What follows belongs to an exercise in optimizing a design on an open flow for small area, a short achievable clock period and few clock cycles; a production flow would make more cautious choices. At most, simulation tests tie the RTL to the original design; equivalence was not proved.

## run A
Design als_core, start of the top module:
module als_core (
    input  wire        clk,
    input  wire        rst,           
    input  wire        cmd_valid,
    input  wire [31:0] cmd_cw,
    input  wire [31:0] cmd_opd,
    output reg         busy,
    output reg         rsp_valid,
    output reg  [2:0]  rsp_status,
    output wire [31:0] rsp_result
);
Size in the first run: roughly 100 I/O pins.
clock: 10.0 ns
lec_check: 0
abc_area: 1
cap_margin: 20
core_margin: 2
core_utilization: 40
setup_slack_margin: 3
slew_margin: 20
run.sh (not shown) runs the stock make flow with config.mk's settings and CLKGATE_MAP_FILE= SYNTH_SCRIPT=/design/flow/synth_recipe.tcl, a recipe that flattens the netlist after the stock synthesis.
Edits applied to the flow inputs when going from run A to run B:
Settings: swapping 3 for 4.0 in SETUP_SLACK_MARGIN.
[summary]
Run B against run A: total DRC errors in the routed layout now sits at about the same level, global routing usage summed across all routing layers now sits higher, final sequential cell count now sits at about the same level.
Compared with run A, run B shows a higher routed metal-1 wire length.
Total stage count of the critical path ends up lower on run A.
Per the final summary, run B finished and its layout is clean on timing, DRC and antenna.
sky130_fd_sc_hd__dfxtp_4 as the master of the slowest instance on the critical path was reported by run A, and sky130_fd_sc_hd__fa_1 by run B.
The final reports for run B and run A show delay of the slowest critical-path stage higher in the former.
[run B] area added between synthesis and finish rose 5.3 points relative to run A
Lower final worst-path cycle share goes to run B over run A.
Route | run B vs run A | wire longer in run B
Taking run A as the reference point, the minimum setup slack in the final design of run B rises by 0.90 ns.
Setup changes, run B to run C
Settings: SETUP_SLACK_MARGIN changed from 4.0 to 5.0.
--- outcome ---
- Looking at cell with the largest stage delay on the worst path, the sky130_fd_sc_hd__fa_2 result is from run C; the sky130_fd_sc_hd__fa_1 one comes from run B.
- Run C ends up with a share of the clock period used by the worst path after layout that is 2.3 points lower than in run B.
- Taking run B as the reference, in run C slew at the pin closest to its max-slew limit up 0.046 ns; reg-to-reg setup timing slack up 0.23 ns.
- Per the comparison of run C with run B, total length of routed met2 wires saw an increase; number of filler cells placed in the layout saw a decrease; max-slew headroom at the worst pin saw a decrease; area of all placed cells without fillers saw an increase.
- Compared with run B, run C shows a lower final-layout worst hold slack.
- When run C is set beside run B, its instance count on the critical path turns out to be about 4% smaller.
--- input diff run C..run D ---
Settings: SETUP_SLACK_MARGIN changed from 5.0 to 4.5.
## What came out
- Detailed router's first-iteration violation count (lower): run D
- The worst hold margin in run D was lower than what run C gave.
- Compared run C against run D; number of flip-flops and latches within noise.
- Re boundary pin count: no difference whatsoever between run C and run D.
- [compare] base=run C new=run D: critical-path maximum fanout now smaller; via count of the first global-routing pass saw a decrease; worst-case headroom to the max-slew limit increased 4.5 points; share of cell area taken by multi-input logic gates has increased; clock network area share ~0 delta.
- Status: number of clock sinks parity (run D, run C)
No functional check of the RTL was part of any run of this note.


Setup of job 4393:
als_core, a different RTL version from the one above (not shown whole).
For scale: about 110 flip-flops, about 100 I/O pins, about 32,000 sq um of cells after synthesis.
export LEC_CHECK = 0
export ABC_AREA = 1
export CAP_MARGIN = 20
export CELL_PAD_IN_SITES_DETAIL_PLACEMENT = 0
export CELL_PAD_IN_SITES_GLOBAL_PLACEMENT = 0
export CORE_MARGIN = 2
export CORE_UTILIZATION = 40
export SETUP_SLACK_MARGIN = 4.25
export SLEW_MARGIN = 20
create_clock -name core_clock -period 10.0 [get_ports {clk}]
standard.sh (not shown) runs the stock make flow with config.mk's settings and CLKGATE_MAP_FILE= SYNTH_SCRIPT=/design/flow/synth_recipe.tcl, a recipe that flattens the netlist after the stock synthesis.
==> flow/flow/run.sh <==
#!/bin/bash
# The standard layout (standard.sh, unchanged) with two settings:
# - SYNTH_ARGS=-noabc: Yosys's synth command skips its quick ABC pass, so
#   the full adders are extracted from the RTL's own carry-save trees (the
#   final ABC mapping with the flow's script still runs). Registers and
#   their names are those of the standard synthesis.
# - the port buffers are buf_4 cells instead of the default
#   clkdlybuf4s50_1 delay cells; every port is still buffered.
set -euo pipefail
export SYNTH_ARGS=-noabc
export BUFFER_PORTS_ARGS="-buffer_cell sky130_fd_sc_hd__buf_4"
bash standard.sh > standard_make.log 2>&1
Testbench counts of job 4393, summed over its fixed seeds: cycles 8,288.
> inputs changed (job 4393 -> job 5690)
==> flow/run.sh (new file) <==
#!/bin/bash
# synth_recipe.tcl (not shown) runs the flow's synth.tcl, then flattens the netlist and writes it again
# the make line also repeats each setting of config.mk as NAME=value (left out here)
make -C /OpenROAD-flow-scripts/flow DESIGN_CONFIG=/design/flow/config.mk WORK_HOME=/design/flow/orfs CLKGATE_MAP_FILE= SYNTH_SCRIPT=/design/flow/synth_recipe.tcl finish
--- a/flow/config.mk
+++ b/flow/config.mk
@@ -8,8 +8,6 @@
 export ABC_AREA = 1
 export CAP_MARGIN = 20
-export CELL_PAD_IN_SITES_DETAIL_PLACEMENT = 0
-export CELL_PAD_IN_SITES_GLOBAL_PLACEMENT = 0
 export CORE_MARGIN = 2
 export CORE_UTILIZATION = 40
-export SETUP_SLACK_MARGIN = 4.25
+export SETUP_SLACK_MARGIN = 4.5
 export SLEW_MARGIN = 20
removed: flow/flow/run.sh
removed: flow/standard.sh
Results
- Between job 4393 and job 5690, the sequential share of layout area is lower for job 5690.
- Leading cell type in the layout, fill and taps excluded: sky130_fd_sc_hd__inv_1 -> job 5690, sky130_fd_sc_hd__nand2_1 -> job 4393
- Going from job 4393 to job 5690, worst stage delay on the critical path went down 0.04 ns; number of well-tap cells placed went up 10; path length in cells of the critical path went up 5.
The inputs of job 3226 differ from those of job 5690 as listed below.
==> flow/flow/run.sh (new file) <==
#!/bin/bash
# The standard layout (standard.sh, unchanged) with two settings:
# - SYNTH_ARGS=-noabc: Yosys's synth command skips its quick ABC pass, so
#   the full adders are extracted from the RTL's own carry-save trees (the
#   final ABC mapping with the flow's script still runs). Registers and
#   their names are those of the standard synthesis.
# - the port buffers are buf_4 cells instead of the default
#   clkdlybuf4s50_1 delay cells; every port is still buffered.
set -euo pipefail
export SYNTH_ARGS=-noabc
export BUFFER_PORTS_ARGS="-buffer_cell sky130_fd_sc_hd__buf_4"
bash standard.sh > standard_make.log 2>&1
==> flow/standard.sh (new file) <==
#!/bin/bash
# synth_recipe.tcl (not shown) runs the flow's synth.tcl, then flattens the netlist and writes it again
# the make line also repeats each setting of config.mk as NAME=value (left out here)
make -C /OpenROAD-flow-scripts/flow DESIGN_CONFIG=/design/flow/config.mk WORK_HOME=/design/flow/orfs CLKGATE_MAP_FILE= SYNTH_SCRIPT=/design/flow/synth_recipe.tcl "${@:-finish}"
--- a/flow/config.mk
+++ b/flow/config.mk
@@ -10,4 +10,4 @@
 export CORE_MARGIN = 2
 export CORE_UTILIZATION = 40
-export SETUP_SLACK_MARGIN = 4.5
+export SETUP_SLACK_MARGIN = 4.0
 export SLEW_MARGIN = 20
removed: flow/run.sh
Notes after the runs:
Job 3226 vs job 5690 — routed via count divided by cell count rose 0.93%.
Diff job 3226 and job 5690: post-route fraction of the period consumed by the critical path lower in job 5690
Job 3226 against job 5690: setup slack down 0.25 ns; number of instances in the synthesized netlist decreased by about 5.5% relative to the old numbers.
Synthesized-area fraction occupied by adder cells in job 3226 is 1.5 points above job 5690.
Of job 3226 and job 5690, the lower non-clock buffer share of cell area belongs to job 3226.
Taking job 5690 as the reference point, the routed wire length of job 3226 falls by about 13%.
Run comparison: job 3226 commonest non-fill, non-tap cell in the layout sky130_fd_sc_hd__nand2_1; job 5690 commonest non-fill, non-tap cell in the layout sky130_fd_sc_hd__inv_1

static timing again, ports no longer ideal:
The flow's constraints put no driver on any port. The routed layouts listed below were extracted and timed again, unchanged, in two steps.
Step 1: set_driving_cell puts a clkbuf_16 on clk and a buf_2 on each other input, an assumption about the parent block.
Step 2, shift: input delay + t, output delay - t, t = (earliest + latest rising clock arrival at the registers) / 2. This alone moves slack from input paths to output paths.
Three values: ideal ports, drivers, drivers and shift; two values: the first two.
run | t (ns) | setup slack, ns | hold WS [ns] | latest minus earliest clock arrival (ns)
run A | 0.478 | 3.193 / 3.193 / 2.815 | 0.471 / 0.471 / 0.471 | 0.025 / 0.024
run B | 0.478 | 4.097 / 4.097 / 3.720 | 0.472 / 0.472 / 0.472 | 0.026 / 0.026
run C | 0.455 | 4.325 / 4.325 / 4.123 | 0.469 / 0.469 / 0.469 | 0.020 / 0.020
run D | 0.467 | 4.374 / 4.374 / 4.029 | 0.463 / 0.463 / 0.463 | 0.019 / 0.018
job 4393 | 0.465 | 4.389 / 4.363 / 3.898 | 0.470 / 0.470 / 0.470 | 0.020 / 0.020
job 5690 | 0.457 | 4.418 / 4.433 / 3.976 | 0.466 / 0.466 / 0.466 | 0.027 / 0.027
job 3226 | 0.463 | 4.170 / 4.050 / 3.587 | 0.468 / 0.468 / 0.468 | 0.018 / 0.018
After both steps every run listed still meets setup and hold. For job 3226, which loses most, drivers alone change the setup slack by -0.120 ns; drivers and shift together by -0.583 ns.
